This design comes from an exercise in tuning for small area, a short achievable clock period and few clock cycles on the open sky130 flow, not from production work.
No functional check of the RTL was part of this run.
Power is estimated from default activity; no workload was simulated.

**design/flow/design.v**
```verilog
module tpb_codec (
    input  wire        clk,
    input  wire        rst,         
    input  wire        cmd_valid,
    output wire        cmd_ready,
    input  wire [31:0] cmd_word,
    input  wire [63:0] cmd_opd,
    input  wire [15:0] cmd_flen,
    input  wire        frm_valid,
    output wire        frm_ready,
    input  wire [7:0]  frm_data,
    output wire        rsp_valid,
    output wire [7:0]  rsp_status,
    output wire [63:0] rsp_res
);
    localparam [3:0] ST_OK          = 4'h0;
    localparam [3:0] ST_BAD_SYNC    = 4'h1;
    localparam [3:0] ST_BAD_SIZE    = 4'h2;
    localparam [3:0] ST_BAD_PID     = 4'h3;
    localparam [3:0] ST_BAD_ADAPT   = 4'h4;
    localparam [3:0] ST_UNKNOWN_PKT = 4'h5;
    localparam [3:0] ST_BAD_OFFSET  = 4'h6;
    localparam [3:0] ST_ILLEGAL     = 4'hD;
    localparam NR = 22;             
    localparam RL = 8;              
    localparam DIV_K   = 8;
    localparam DIV_PAD = 2;
    localparam DIV_CYC = 8;
    localparam XW      = DIV_PAD + 64;
    reg [7:0]  p [0:11];            
    reg [7:0]  ring [0:NR-1][0:RL-1];
    reg [2:0]  ph;                  
    reg [2:0]  dofs;                
    reg [6:0]  err;                 
    reg        rv_q;
    reg [3:0]  rs_q;
    reg [41:0] rr_q;
    reg        crdy_q;
    reg        frdy_q;
    reg        clr_q;
    reg [2:0]  ccnt;
    reg        in_load;
    reg [7:0]  tk;                  
    reg        fb_v;
    reg [7:0]  fb_d;
    reg        load_ok;
    reg        sp_pend;
    reg        sp_wr;
    reg [7:0]  a_idx;
    reg [7:0]  a_dat;
    reg           busy;
    reg [2:0]     ecnt;
    reg [XW-1:0]  xq;
    reg [6:0]     rem;
    assign cmd_ready  = crdy_q;
    assign frm_ready  = frdy_q;
    assign rsp_valid  = rv_q;
    assign rsp_status = {4'd0, rs_q};
    assign rsp_res    = {22'd0, rr_q};
    wire fire = cmd_valid & crdy_q;
    wire take = frm_valid & frdy_q;
    wire [1:0]  afc     = p[3][5:4];
    wire        has_af  = afc[1];
    wire        has_pl  = afc[0];
    wire [7:0]  af_len  = p[4];
    wire [12:0] pid     = {p[1][4:0], p[2]};
    wire        has_pcr = has_af & p[5][4];
    wire [41:0] pcr_rd;
    tpb_mul300 u_mul (
        .base ({p[6], p[7], p[8], p[9], p[10][7]}),
        .ext  ({p[10][0], p[11]}),
        .res  (pcr_rd)
    );
    wire [7:0] af_win_len = (af_len > 8'd183) ? 8'd183 : af_len;
    wire [8:0] pl_start   = has_af ? (9'd5 + {1'b0, af_len}) : 9'd4;
    wire [8:0] pl_off     = (pl_start > 9'd188) ? 9'd188 : pl_start;
    wire [8:0] pl_len     = 9'd188 - pl_off;
    wire [3:0] st_validate = (p[0] != 8'h47) ? ST_BAD_SYNC :
                             (has_af && af_len > 8'd183) ? ST_BAD_ADAPT : ST_OK;
    wire cls_unk = (p[0] != 8'h47) & (p[0] != 8'h80);
    wire cls_80  = (p[0] == 8'h80);
    wire [6:0] err_new;
    assign err_new[0] = rv_q && rs_q == ST_BAD_SYNC;
    assign err_new[1] = rv_q && rs_q == ST_BAD_SIZE;
    assign err_new[2] = rv_q && rs_q == ST_BAD_PID;
    assign err_new[3] = rv_q && rs_q == ST_BAD_ADAPT;
    assign err_new[4] = rv_q && rs_q == ST_UNKNOWN_PKT;
    assign err_new[5] = rv_q && rs_q == ST_BAD_OFFSET;
    assign err_new[6] = rv_q && rs_q == ST_ILLEGAL;
    wire [6:0]  err_eff  = err | err_new;
    wire [7:0] fidx  = tk - 8'd1;                   
    wire [7:0] waddr = fb_v ? fidx : a_idx;
    wire [7:0] wj    = waddr - 8'd12;
    wire [4:0] wring = wj[7:3];
    wire       w_static = (waddr < 8'd12);
    wire       at_slot = (ph == waddr[2:0] + dofs);
    wire ld_w      = fb_v & ((fidx == 8'd0) ? (fb_d == 8'h47) : load_ok);
    wire sp_go     = sp_pend & (w_static | (at_slot & ~clr_q));
    wire bus_we    = ld_w | (sp_go & sp_wr);
    wire [7:0] wbus = fb_v ? fb_d : a_dat;
    wire [7:0] rbus = clr_q ? 8'd0 : wbus;
    wire       rwe  = bus_we & ~w_static;
    reg [7:0] ring_rd;
    integer ri;
    always @* begin
        ring_rd = 8'd0;
        for (ri = 0; ri < NR; ri = ri + 1)
            if (wring == ri) ring_rd = ring_rd | ring[ri][0];
    end
    wire [7:0] static_rd = p[waddr[3:0]];
    wire [7:0] rd_byte   = w_static ? static_rd : ring_rd;
    wire [6:0]       st_r;
    wire [DIV_K-1:0] st_q;
    tpb_divstep #(.K(DIV_K)) u_div (
        .rem_in  (rem),
        .bits    (xq[XW-1:XW-DIV_K]),
        .rem_out (st_r),
        .q       (st_q)
    );
    wire [XW-1:0] xq_next  = {xq[XW-DIV_K-1:0], st_q};
    wire          div_last = busy & (ecnt == DIV_CYC - 1);
    wire [32:0]   base_wr  = xq_next[32:0];
    wire [8:0]    ext_wr   = {st_r, xq_next[XW-1:XW-2]};
    wire clr_first = clr_q & (ccnt == 3'd0);
    reg [7:0] pn [0:11];
    integer bi;
    always @* begin
        for (bi = 0; bi < 12; bi = bi + 1) begin
            pn[bi] = p[bi];
            if (bus_we && w_static && waddr[3:0] == bi) pn[bi] = wbus;
        end
        if (div_last) begin
            pn[6]  = base_wr[32:25];
            pn[7]  = base_wr[24:17];
            pn[8]  = base_wr[16:9];
            pn[9]  = base_wr[8:1];
            pn[10] = {base_wr[0], 6'b111111, ext_wr[8]};
            pn[11] = ext_wr[7:0];
        end
        if (clr_first)
            for (bi = 0; bi < 12; bi = bi + 1) pn[bi] = 8'd0;
    end
    wire [95:0] p_cur  = {p[11], p[10], p[9], p[8], p[7], p[6], p[5], p[4], p[3], p[2], p[1], p[0]};
    wire [95:0] p_slow = {pn[11], pn[10], pn[9], pn[8], pn[7], pn[6], pn[5], pn[4], pn[3], pn[2], pn[1], pn[0]};
    wire [95:0] p_d;
    wire        o_rv_d;
    wire [3:0]  o_rs_d;
    wire [41:0] o_rr_d;
    wire        L_load, L_slow, L_pcr, L_sysrst;
    wire [6:0]  err_d;
    wire        crdy_d;
    tpb_fast u_fast (
        .fire        (fire),
        .cmd_word    (cmd_word),
        .cmd_flen    (cmd_flen),
        .p_cur       (p_cur),
        .p_slow      (p_slow),
        .st_validate (st_validate),
        .cls_unk     (cls_unk),
        .cls_80      (cls_80),
        .af_win_len  (af_win_len),
        .pl_len      (pl_len[7:0]),
        .pl_off      (pl_off[7:0]),
        .pcr_rd      (pcr_rd),
        .err_eff     (err_eff),
        .in_load     (in_load),
        .load_done   (in_load & take & (tk == 8'd187)),
        .load_ok     (load_ok),
        .sp_pend     (sp_pend),
        .sp_go       (sp_go),
        .sp_wr       (sp_wr),
        .rd_byte     (rd_byte),
        .crdy_hold   (busy & ~div_last),
        .p_d         (p_d),
        .err_d       (err_d),
        .crdy_d      (crdy_d),
        .rv_d        (o_rv_d),
        .rs_d        (o_rs_d),
        .rr_d        (o_rr_d),
        .L_load      (L_load),
        .L_slow      (L_slow),
        .L_pcr       (L_pcr),
        .L_sysrst    (L_sysrst)
    );
    integer rr, pp;
    always @(posedge clk) begin
        for (rr = 0; rr < NR; rr = rr + 1) begin
            for (pp = 0; pp < RL - 1; pp = pp + 1)
                ring[rr][pp] <= ring[rr][pp + 1];
            if (clr_q || (rwe && wring == rr))
                ring[rr][RL-1] <= rbus;
            else
                ring[rr][RL-1] <= ring[rr][0];
        end
        for (bi = 0; bi < 12; bi = bi + 1)
            p[bi] <= p_d[8*bi +: 8];
        ph <= ph + 3'd1;
        if (busy) begin
            xq  <= xq_next;
            rem <= st_r;
            ecnt <= ecnt + 3'd1;
            if (div_last) busy <= 1'b0;
        end else begin
            xq  <= {{DIV_PAD{1'b0}}, cmd_opd};
            rem <= 7'd0;
            ecnt <= 3'd0;
            if (fire && L_pcr) busy <= 1'b1;
        end
        if (!sp_pend) begin
            a_idx <= cmd_word[15:8];
            a_dat <= cmd_word[23:16];
            sp_wr <= cmd_word[2];
            if (fire && L_slow) sp_pend <= 1'b1;
        end else if (sp_go) begin
            sp_pend <= 1'b0;
        end
        fb_d <= frm_data;
        fb_v <= take & in_load;
        if (take & in_load) tk <= tk1;
        if (fire && L_load) in_load <= 1'b1;
        if (fb_v && fidx == 8'd0) load_ok <= (fb_d == 8'h47);
        if (in_load && take && tk == 8'd187) in_load <= 1'b0;
        if (!in_load) tk <= 8'd0;
        if (ld_w && fidx == 8'd12) dofs <= ph - 3'd4;    
        if (clr_q) begin
            ccnt <= ccnt + 3'd1;
            if (ccnt == 3'd7) clr_q <= 1'b0;
        end
        if (fire && L_sysrst) begin
            clr_q <= 1'b1;
            ccnt  <= 3'd0;
        end
        err <= err_d;
        rv_q <= o_rv_d;
        rs_q <= o_rs_d;
        rr_q <= o_rr_d;
        crdy_q <= crdy_d;
        frdy_q <= frdy_next;
        if (rst) begin
            ph      <= 3'd0;
            dofs    <= 3'd0;
            err     <= 7'd0;
            rv_q    <= 1'b0;
            crdy_q  <= 1'b0;
            frdy_q  <= 1'b0;
            clr_q   <= 1'b1;
            ccnt    <= 3'd0;
            in_load <= 1'b0;
            tk      <= 8'd0;
            fb_v    <= 1'b0;
            load_ok <= 1'b0;
            sp_pend <= 1'b0;
            busy    <= 1'b0;
        end
    end
    wire [7:0] tk1    = tk + 8'd1;
    wire       ok_n   = (fb_v && fidx == 8'd0) ? (fb_d == 8'h47) : load_ok;
    wire [2:0] dofs_n = (ld_w && fidx == 8'd12) ? ph - 3'd4 : dofs;
    wire [2:0] ph2    = ph + 3'd2;
    wire fr_b = in_load & (tk < 8'd188) &
                ((tk <= 8'd12) | ~ok_n | (~clr_q & (ph2 == tk[2:0] + dofs_n)));
    wire fr_a = in_load & (tk < 8'd187) &
                ((tk <= 8'd12) | ~ok_n | (~clr_q & (ph2 == tk1[2:0] + dofs_n)));
    wire frdy_next = (fire & L_load) | (take ? fr_a : fr_b);
endmodule
module tpb_fast (
    input  wire        fire,
    input  wire [31:0] cmd_word,
    input  wire [15:0] cmd_flen,
    input  wire [95:0] p_cur,
    input  wire [95:0] p_slow,
    input  wire [3:0]  st_validate,
    input  wire        cls_unk,
    input  wire        cls_80,
    input  wire [7:0]  af_win_len,
    input  wire [7:0]  pl_len,
    input  wire [7:0]  pl_off,
    input  wire [41:0] pcr_rd,
    input  wire [6:0]  err_eff,
    input  wire        in_load,
    input  wire        load_done,
    input  wire        load_ok,
    input  wire        sp_pend,
    input  wire        sp_go,
    input  wire        sp_wr,
    input  wire [7:0]  rd_byte,
    input  wire        crdy_hold,
    output reg  [95:0] p_d,
    output wire [6:0]  err_d,
    output wire        crdy_d,
    output reg         rv_d,
    output reg  [3:0]  rs_d,
    output reg  [41:0] rr_d,
    output wire        L_load,
    output wire        L_slow,
    output wire        L_pcr,
    output wire        L_sysrst
);
    wire [7:0]  op  = cmd_word[7:0];
    wire [7:0]  idx = cmd_word[15:8];
    wire [15:0] imm = cmd_word[31:16];
    wire [7:0] p0 = p_cur[7:0],   p1 = p_cur[15:8],  p3 = p_cur[31:24];
    wire [7:0] p2 = p_cur[23:16], p4 = p_cur[39:32], p5 = p_cur[47:40];
    wire       has_af  = p3[5];
    wire       has_pl  = p3[4];
    wire       has_pcr = has_af & p5[4];
    wire [12:0] pid    = {p1[4:0], p2};
    wire idx_z  = (idx == 8'd0);
    wire imm_z  = (imm == 16'd0);
    wire f0_ok  = idx_z & imm_z;
    wire fx_ok  = imm_z;
    wire fx8_ok = (imm[15:8] == 8'd0);
    wire fm4_ok = idx_z & (imm[15:4] == 12'd0);
    wire fm2_ok = idx_z & (imm[15:2] == 14'd0);
    wire idx_ok = (idx < 8'd188);
    wire o00 = (op == 8'h00), o01 = (op == 8'h01), o02 = (op == 8'h02), o03 = (op == 8'h03);
    wire o04 = (op == 8'h04), o05 = (op == 8'h05);
    wire o10 = (op == 8'h10), o11 = (op == 8'h11), o12 = (op == 8'h12), o13 = (op == 8'h13);
    wire o14 = (op == 8'h14), o15 = (op == 8'h15), o16 = (op == 8'h16), o17 = (op == 8'h17);
    wire o18 = (op == 8'h18);
    wire o20 = (op == 8'h20), o21 = (op == 8'h21), o22 = (op == 8'h22), o23 = (op == 8'h23);
    wire o24 = (op == 8'h24), o25 = (op == 8'h25), o26 = (op == 8'h26), o27 = (op == 8'h27);
    wire o28 = (op == 8'h28);
    wire o30 = (op == 8'h30), o31 = (op == 8'h31), o32 = (op == 8'h32), o33 = (op == 8'h33);
    wire o34 = (op == 8'h34), o35 = (op == 8'h35), o36 = (op == 8'h36), o37 = (op == 8'h37);
    wire oF0 = (op == 8'hF0), oF1 = (op == 8'hF1), oF2 = (op == 8'hF2);
    wire of0 = o00 | o01 | o02 | o05 | o10 | o11 | o12 | o13 | o14 | o15 | o16 | o17 | o18 |
               o20 | o22 | o24 | o26 | o28 | o30 | o31 | o32 | o33 | o34 | o35 | o36 | o37 |
               oF0 | oF1 | oF2;
    wire legal = (of0 & f0_ok) | (o03 & fx_ok) | (o04 & fx8_ok) | (o21 & idx_z) |
                 (o27 & fm4_ok) | ((o23 | o25) & fm2_ok);
    wire ill = ~legal;
    wire flen_ok = (cmd_flen == 16'd188);
    assign L_load    = o01 & f0_ok & flen_ok;
    wire L_loadbad   = o01 & f0_ok & ~flen_ok;
    wire L_val       = o02 & f0_ok;
    wire L_rdb       = o03 & fx_ok & idx_ok;
    wire L_wrb       = o04 & fx8_ok & idx_ok;
    assign L_slow    = L_rdb | L_wrb;
    wire L_offbad    = ((o03 & fx_ok) | (o04 & fx8_ok)) & ~idx_ok;
    wire L_cls       = o05 & f0_ok;
    wire L_pid       = o21 & idx_z & (imm[15:13] == 3'd0);
    wire L_pidbad    = o21 & idx_z & (imm[15:13] != 3'd0);
    wire L_tsc       = o23 & fm2_ok;
    wire L_afc       = o25 & fm2_ok;
    wire L_cc        = o27 & fm4_ok;
    assign L_pcr     = o36 & f0_ok;
    wire L_clrpcr    = o37 & f0_ok & has_af;
    wire L_clrerr    = oF1 & f0_ok;
    assign L_sysrst  = oF2 & f0_ok;
    wire L_tei_s = o11 & f0_ok, L_tei_c = o12 & f0_ok;
    wire L_pus_s = o14 & f0_ok, L_pus_c = o15 & f0_ok;
    wire L_tp_s  = o17 & f0_ok, L_tp_c  = o18 & f0_ok;
    wire [3:0] f_st;
    assign f_st[0] = (L_val & st_validate[0]) | (L_cls & cls_unk) | L_pidbad | ill;
    assign f_st[1] = L_loadbad | L_offbad | L_pidbad;
    assign f_st[2] = (L_val & st_validate[2]) | (L_cls & cls_unk) | L_offbad | ill;
    assign f_st[3] = ill;
    wire [13:0] err_full = {err_eff[6], 6'd0, err_eff[5:0], 1'b0};
    wire [41:0] f_res =
        ({42{L_cls & cls_80}} & 42'd1) |
        ({42{o10 & f0_ok}} & {41'd0, p1[7]}) |
        ({42{o13 & f0_ok}} & {41'd0, p1[6]}) |
        ({42{o16 & f0_ok}} & {41'd0, p1[5]}) |
        ({42{o20 & f0_ok}} & {29'd0, pid}) |
        ({42{o22 & f0_ok}} & {40'd0, p3[7:6]}) |
        ({42{o24 & f0_ok}} & {40'd0, p3[5:4]}) |
        ({42{o26 & f0_ok}} & {38'd0, p3[3:0]}) |
        ({42{o28 & f0_ok}} & {41'd0, (pid == 13'h1FFF)}) |
        ({42{o30 & f0_ok}} & {41'd0, has_af}) |
        ({42{o31 & f0_ok}} & {41'd0, has_pl}) |
        ({42{o32 & f0_ok & has_af}} & {26'd0, af_win_len, 8'd5}) |
        ({42{o33 & f0_ok & has_pl}} & {26'd0, pl_len, pl_off}) |
        ({42{o34 & f0_ok}} & {41'd0, has_pcr}) |
        ({42{o35 & f0_ok & has_pcr}} & pcr_rd) |
        ({42{(oF0 | oF1) & f0_ok}} & {28'd0, err_full});
    assign err_d  = (fire & (L_clrerr | L_sysrst)) ? 7'd0 : err_eff;
    assign crdy_d = ~((fire & (L_pcr | L_sysrst)) | crdy_hold);
    always @* begin
        if (in_load) begin
            rv_d = load_done;
            rs_d = load_ok ? 4'h0 : 4'h1;
            rr_d = 42'd0;
        end else if (sp_pend) begin
            rv_d = sp_go;
            rs_d = 4'h0;
            rr_d = sp_wr ? 42'd0 : {34'd0, rd_byte};
        end else begin
            rv_d = fire & ~L_load & ~L_slow;
            rs_d = f_st;
            rr_d = f_res;
        end
    end
    always @* begin
        p_d = p_slow;
        if (fire) begin
            if (L_tei_s) p_d[15] = 1'b1;
            if (L_tei_c) p_d[15] = 1'b0;
            if (L_pus_s) p_d[14] = 1'b1;
            if (L_pus_c) p_d[14] = 1'b0;
            if (L_tp_s)  p_d[13] = 1'b1;
            if (L_tp_c)  p_d[13] = 1'b0;
            if (L_pid) begin
                p_d[12:8]  = imm[12:8];
                p_d[23:16] = imm[7:0];
            end
            if (L_tsc) p_d[31:30] = imm[1:0];
            if (L_afc) p_d[29:28] = imm[1:0];
            if (L_cc)  p_d[27:24] = imm[3:0];
            if (L_pcr) begin
                if (!has_af) p_d[29:28] = 2'b11;
                if (p4 < 8'd7) p_d[39:32] = 8'd7;
                p_d[44] = 1'b1;
            end
            if (L_clrpcr) begin
                p_d[44]    = 1'b0;
                p_d[95:48] = 48'd0;
            end
        end
    end
endmodule
module tpb_mul300 (
    input  wire [32:0] base,
    input  wire [8:0]  ext,
    output wire [41:0] res
);
    wire [35:0] mt;
    wire [36:0] mt_c;
    assign mt[1:0] = base[1:0];
    assign mt_c[2] = 1'b0;
    genvar gm;
    generate
        for (gm = 2; gm < 36; gm = gm + 1) begin : g_mt
            wire a, b;
            if (gm < 33) begin : in_a
                assign a = base[gm];
            end else begin : no_a
                assign a = 1'b0;
            end
            if (gm < 35) begin : in_b
                assign b = base[gm-2];
            end else begin : no_b
                assign b = 1'b0;
            end
            assign mt[gm]     = a ^ b ^ mt_c[gm];
            assign mt_c[gm+1] = (a & b) | (mt_c[gm] & (a ^ b));
        end
    endgenerate
    wire [6:0]  me = ext[8:2];
    wire [39:0] mq;
    wire [40:0] mq_c;
    assign mq[3:0] = me[3:0];
    assign mq_c[4] = 1'b0;
    generate
        for (gm = 4; gm < 40; gm = gm + 1) begin : g_mq
            wire a, b;
            assign a = mt[gm-4];
            if (gm < 7) begin : in_b
                assign b = me[gm];
            end else begin : no_b
                assign b = 1'b0;
            end
            assign mq[gm]     = a ^ b ^ mq_c[gm];
            assign mq_c[gm+1] = (a & b) | (mq_c[gm] & (a ^ b));
        end
    endgenerate
    wire [39:0] mw;
    wire [40:0] mw_c;
    assign mw_c[0] = 1'b1;
    generate
        for (gm = 0; gm < 40; gm = gm + 1) begin : g_mw
            wire a, b;
            assign a = mq[gm];
            if (gm < 36) begin : in_b
                assign b = ~mt[gm];
            end else begin : no_b
                assign b = 1'b1;
            end
            assign mw[gm]     = a ^ b ^ mw_c[gm];
            assign mw_c[gm+1] = (a & b) | (mw_c[gm] & (a ^ b));
        end
    endgenerate
    assign res = {mw, ext[1:0]};
endmodule
module tpb_divstep #(parameter K = 16) (
    input  wire [6:0]   rem_in,
    input  wire [K-1:0] bits,
    output reg  [6:0]   rem_out,
    output reg  [K-1:0] q
);
    reg [7:0] t;
    integer i;
    always @* begin
        rem_out = rem_in;
        for (i = 0; i < K; i = i + 1) begin
            t = {rem_out, bits[K-1-i]};
            if (t >= 8'd75) begin
                rem_out = t - 8'd75;
                q[K-1-i] = 1'b1;
            end else begin
                rem_out = t[6:0];
                q[K-1-i] = 1'b0;
            end
        end
    end
endmodule
```
**design/flow/run.sh**
```bash
#!/bin/bash
# synth_recipe.tcl (not shown) runs the flow's synth.tcl, then flattens the netlist and writes it again
# the make line also repeats each setting of config.mk as NAME=value (left out here)
make -C /OpenROAD-flow-scripts/flow DESIGN_CONFIG=/design/flow/config.mk WORK_HOME=/design/flow/orfs CLKGATE_MAP_FILE= SYNTH_SCRIPT=/design/flow/synth_recipe.tcl finish
```
**design/flow/config.mk**
```make
export PLATFORM = sky130hd
export DESIGN_NAME = tpb_codec
export DESIGN_NICKNAME = tpb_codec
export VERILOG_FILES = /design/flow/design.v
export SDC_FILE = /design/flow/constraint.sdc
export NUM_CORES = 8
export LEC_CHECK = 0
export ABC_AREA = 1
export CAP_MARGIN = 20
export CORE_MARGIN = 2
export CORE_UTILIZATION = 40
export SLEW_MARGIN = 20
export SYNTH_HIERARCHICAL = 1
```
**design/flow/constraint.sdc**
```tcl
create_clock -name core_clock -period 70.0 [get_ports {clk}]
set_input_delay 14.0000 -clock core_clock [delete_from_list [all_inputs] [get_ports {clk}]]
set_output_delay 14.0000 -clock core_clock [all_outputs]
set_load 0.01 [all_outputs]
```
==> results.txt <==
-- power by group through the flow --
stage / Combinational [mW] / Sequential [mW] / Clock (mW)
6_report: 0.0412 / 0.966 / 0.917
5_1_grt: 0.0446 / 0.965 / 0.980
3_5_place_dp: 0.0407 / 0.987 / 0
2_1_floorplan: 0.0237 / 0.986 / 0
3_3_place_gp: 0.0405 / 0.987 / 0
4_1_cts: 0.0408 / 0.965 / 0.936
-- state kept, by name, indices dropped and copies added, names as in the netlist, 4 cells and up --
signal and flops:
rem 7, p 96, rs_q 4, tk 8
a_dat 8, ring 1408, err 7, rr_q 42
a_idx 8, xq 66, fb_d 8
-- Yosys stat by module (local to each module, per instance), a selection --
module      copies in the design  cells
tpb_mul300                     1    257
tpb_fast                       1    666
tpb_codec                      1   4005
-- cell type report --
class                   instances  area share
clock inverters                73      0.0202
clock buffers                 222      0.0741
diodes                          1   0.0000411
repair buffers                196      0.0312
flip-flops and latches       1684       0.557
multi-input cells            2791       0.243
inverters                     626      0.0386
well taps                    1742      0.0358
-- through the flow --
stage               utilization  hold slack, ns
finish                    0.472           0.276
floorplan                     -           0.310
detailed placement        0.427           0.312
global placement          0.427           0.309
CTS                       0.472           0.272
global route              0.472           0.279
-- worst register-to-register path, delay by kind of cell, from the launching register on --
| family | cells | cell delay [ns] |
|---|---|---|
| fa+ha+maj | 38 | 16.14 |
| buf+inv | 5 | 0.33 |
| flops | 1 | 0.45 |
| simple gates | 4 | 0.25 |
-- synth_stat cells (all sizes together) (3+ instances only) --
| library cell | instances |
|---|---|
| a22o | 4 |
| o21ai | 180 |
| fa | 71 |
| nand2 | 1261 |
| inv | 622 |
| a21oi | 118 |
| nor3 | 37 |
| and2 | 7 |
| nand3b | 3 |
| xnor2 | 8 |
| o22ai | 9 |
| ha | 65 |
| clkinv | 4 |
| nor4 | 4 |
| clkbuf | 82 |
| a31oi | 15 |
| edfxtp | 17 |
| nand4 | 40 |
| a221oi | 18 |
| nor2 | 400 |
| dfxtp | 1667 |
| nand3 | 432 |
| o21bai | 7 |
| o211ai | 7 |
| xor2 | 33 |
| or2 | 13 |
| a211oi | 4 |
| mux2 | 15 |
| buf | 85 |
-- metal layers --
metal  GRT usage  vias up  share of wire  routed length, um
met5           0        -        0.00053                 66
met4      0.0634       10          0.029               3620
met3      0.0397      241          0.058               7320
met2       0.283      889           0.43              54000
met1       0.268    15900           0.48              60200
li1            -    16700              -                  -
-- path summary, 6_finish.rpt --
path         slack, ns  depth (start not counted)    startpoint           end
min reg2reg       0.28                          0  ring[173][4]  ring[172][4]
max              52.80                         47      p[10][7]      rr_q[41]
max reg2reg      52.80                         47      p[10][7]      rr_q[41]
min               0.28                          0  ring[173][4]  ring[172][4]
-- kinds of logic (layout without fill, tap and decap cells) --
| logic type | count (synthesis) | count (layout) | synth area share |
|---|---|---|---|
| flops | 1684 | 1684 | 0.654 |
| xor+xnor | 41 | 41 | 0.00795 |
| buf+inv | 793 | 1117 | 0.0624 |
| mux | 15 | 15 | 0.00326 |
| fa+ha+maj | 136 | 136 | 0.0431 |
| compound gates | 375 | 375 | 0.0423 |
| other cells | 1 | 27 | 0.0000724 |
| simple gates | 2198 | 2198 | 0.187 |
==> key figures <==
Floorplanning
  • Die Wd: 364 um
  • Starting Density: 0.402
  • Site row count: 132
  • Chip height: 364 um
  • Core area: 0.129 mm^2
  • Die area: 0.132 mm^2
  • I/O pin cnt: 199

CTS
  • CTS tree: yes
  • Root Buffer: clkbuf_16
  • Cts repair resizes: 0
  • Clock insertion delay at the later pin of the skew report: 0.78 ns
  • Cts bufs inserted: 161
  • Post-CTS Setup Repair Bufs: 0
  • Hold Buf Count CTS: 0
  • CTS clk-pin slew, worst paths: 0.06 ns
  • H-tree levels: 4
  • Max Root-Sink Buffers: 3
  • TritonCTS Sinks: 1,684

Placement
  • DP Worst Slack: 52.72 ns
  • Placed cells: 7,038
  • PortBufs: 172
  • Post-DP Area: 0.0551 mm^2
  • Post-detail-place hpwl: 86.8 mm
  • Gpl congestion: 0.943

Critical path
  • CP arrival: 17.91 ns
  • Critical Path Slowest Stage Cell: fa_1
  • CP bufs+invs: 5
  • Critical path launch point type: flip-flop
  • CP top delay family: adder cells
  • CP max FO: 5
  • CP Capture Type: flip-flop
  • Largest stage delay on the critical path: 0.48 ns
  • Worst Path Required: 70.71 ns
  • Most frequent CP cell: fa_1
  • Critical path class: reg2reg

Logic synthesis
  • Yosys cell types: 62
  • Synth Instances: 5,243
  • Synthesis warning total: 12
  • Mean post-synth cell area: 9.88 um^2
  • Number of synthesized flops with an enable pin: 17
  • Asr flop ratio synth: 0
  • Post-Synthesis Cell Area: 0.0518 mm^2
  • Synth area leader: dfxtp_1
  • Synth top area cells: dfxtp_1 64%, nand2_1 8.7%, inv_1 4.3%, nand3_1 4.1%, fa_1 2.7%
  • Synth Flop Type: dfxtp_1
  • #FFs+latches synth: 1,684
  • Seq/Total Area, Yosys: 0.654
  • Synth top area share: 0.644

Finish
  • Footprint of the multi-input gates: 0.0148 mm^2
  • Commonest non-fill, non-tap cell in the layout: dfxtp_1
  • Area growth from synthesis to layout: 17.5%
  • Most frequent cells in the layout: 1,666 x dfxtp_1, 1,192 x nand2_1, 590 x inv_1
  • Register Area: 0.0339 mm^2
  • # fillers: 11,900
  • Nets: 5,720
  • Final instance area: 0.0609 mm^2
  • Layout cells sized above 1: 0.0916
  • Fin cells: 7,335

GRT
  • Global-route wire length before repair: 191 mm
  • Total GRT Usage: 0.188
  • Initial antenna violation count: 6
  • Grt total ovfl: 0
  • Largest net degree at the start of global routing: 84
  • Number of global-route vias before repair: 32,300

Hold path
  • Worst Hold Class: reg2reg

STA
  • Crit share post-route: 0.246
  • Final Hold Viols: 0
  • Worst rel slew slack: 0.279
  • Worst slew pin tran: 1.07 ns
  • Clock skew: 0.0521 ns
  • Final setup violating endpoints: 0
  • Slew Limit Fails: 0
  • RSZ-0062 raised after global routing: no
  • Fin worst setup slack: 52.80 ns
  • Fin crit period: 17.20 ns
  • Fmax achieved: 58.1 MHz
  • Final setup TNS: 0 ns

Power
  • Standby leakage power: 26.0 nW
  • Sequential group share of total power: 0.502
  • Cell-internal power: 1.52 mW
  • Max IR drop VDD: 26.7 uV
  • P_sw: 0.402 mW
  • Final Power: 1.92 mW
  • Switching part of the total power: 0.209
  • Combinational share of power: 0.021
  • Power share of the clock group: 0.477
  • Pwr dens: 31.6 mW/mm^2

Detailed routing
  • DR DRC count: 0
  • DRT iter0 DRCs: 2,665
  • Vias: 33,700
  • Remaining antenna violation count: 0
  • WL per Instance: 17.1 um
  • Via/cell ratio: 4.59
  • Post-Route WL: 125 mm
  • Pre-Repair DR Iteration Count: 6

Run status
  • Outcome: finished clean

Job
  • MaxCap Viol Count: 0

-- static timing again, ports no longer ideal --
In the flow no input, the clock included, has a driving cell. The finished layout below was timed again as built, in two steps. Step 1, drivers: a clkbuf_16 drives clk and a buf_2 each remaining input, both assumed. Step 2 adds t to the input delays and takes it off the output delays; t is the mean of the earliest and latest rising clock arrival at the registers after step 1. Input paths then give back, and output paths get back, about the clock's delay inside the block. a / b / c = ideal / step 1 / step 2; a / b = the first two.
shift t [ns]: 0.841
slack for setup (ns): 52.797 / 52.797 / 52.797
hold WS [ns]: 0.276 / 0.276 / 0.276
worst data-port slew with drivers (ns): 0.13
pins driven straight from the clock port: 1
After both steps this run still meets setup and hold. For this run, drivers alone change the setup slack by 0.000 ns; drivers and shift together by 0.000 ns.
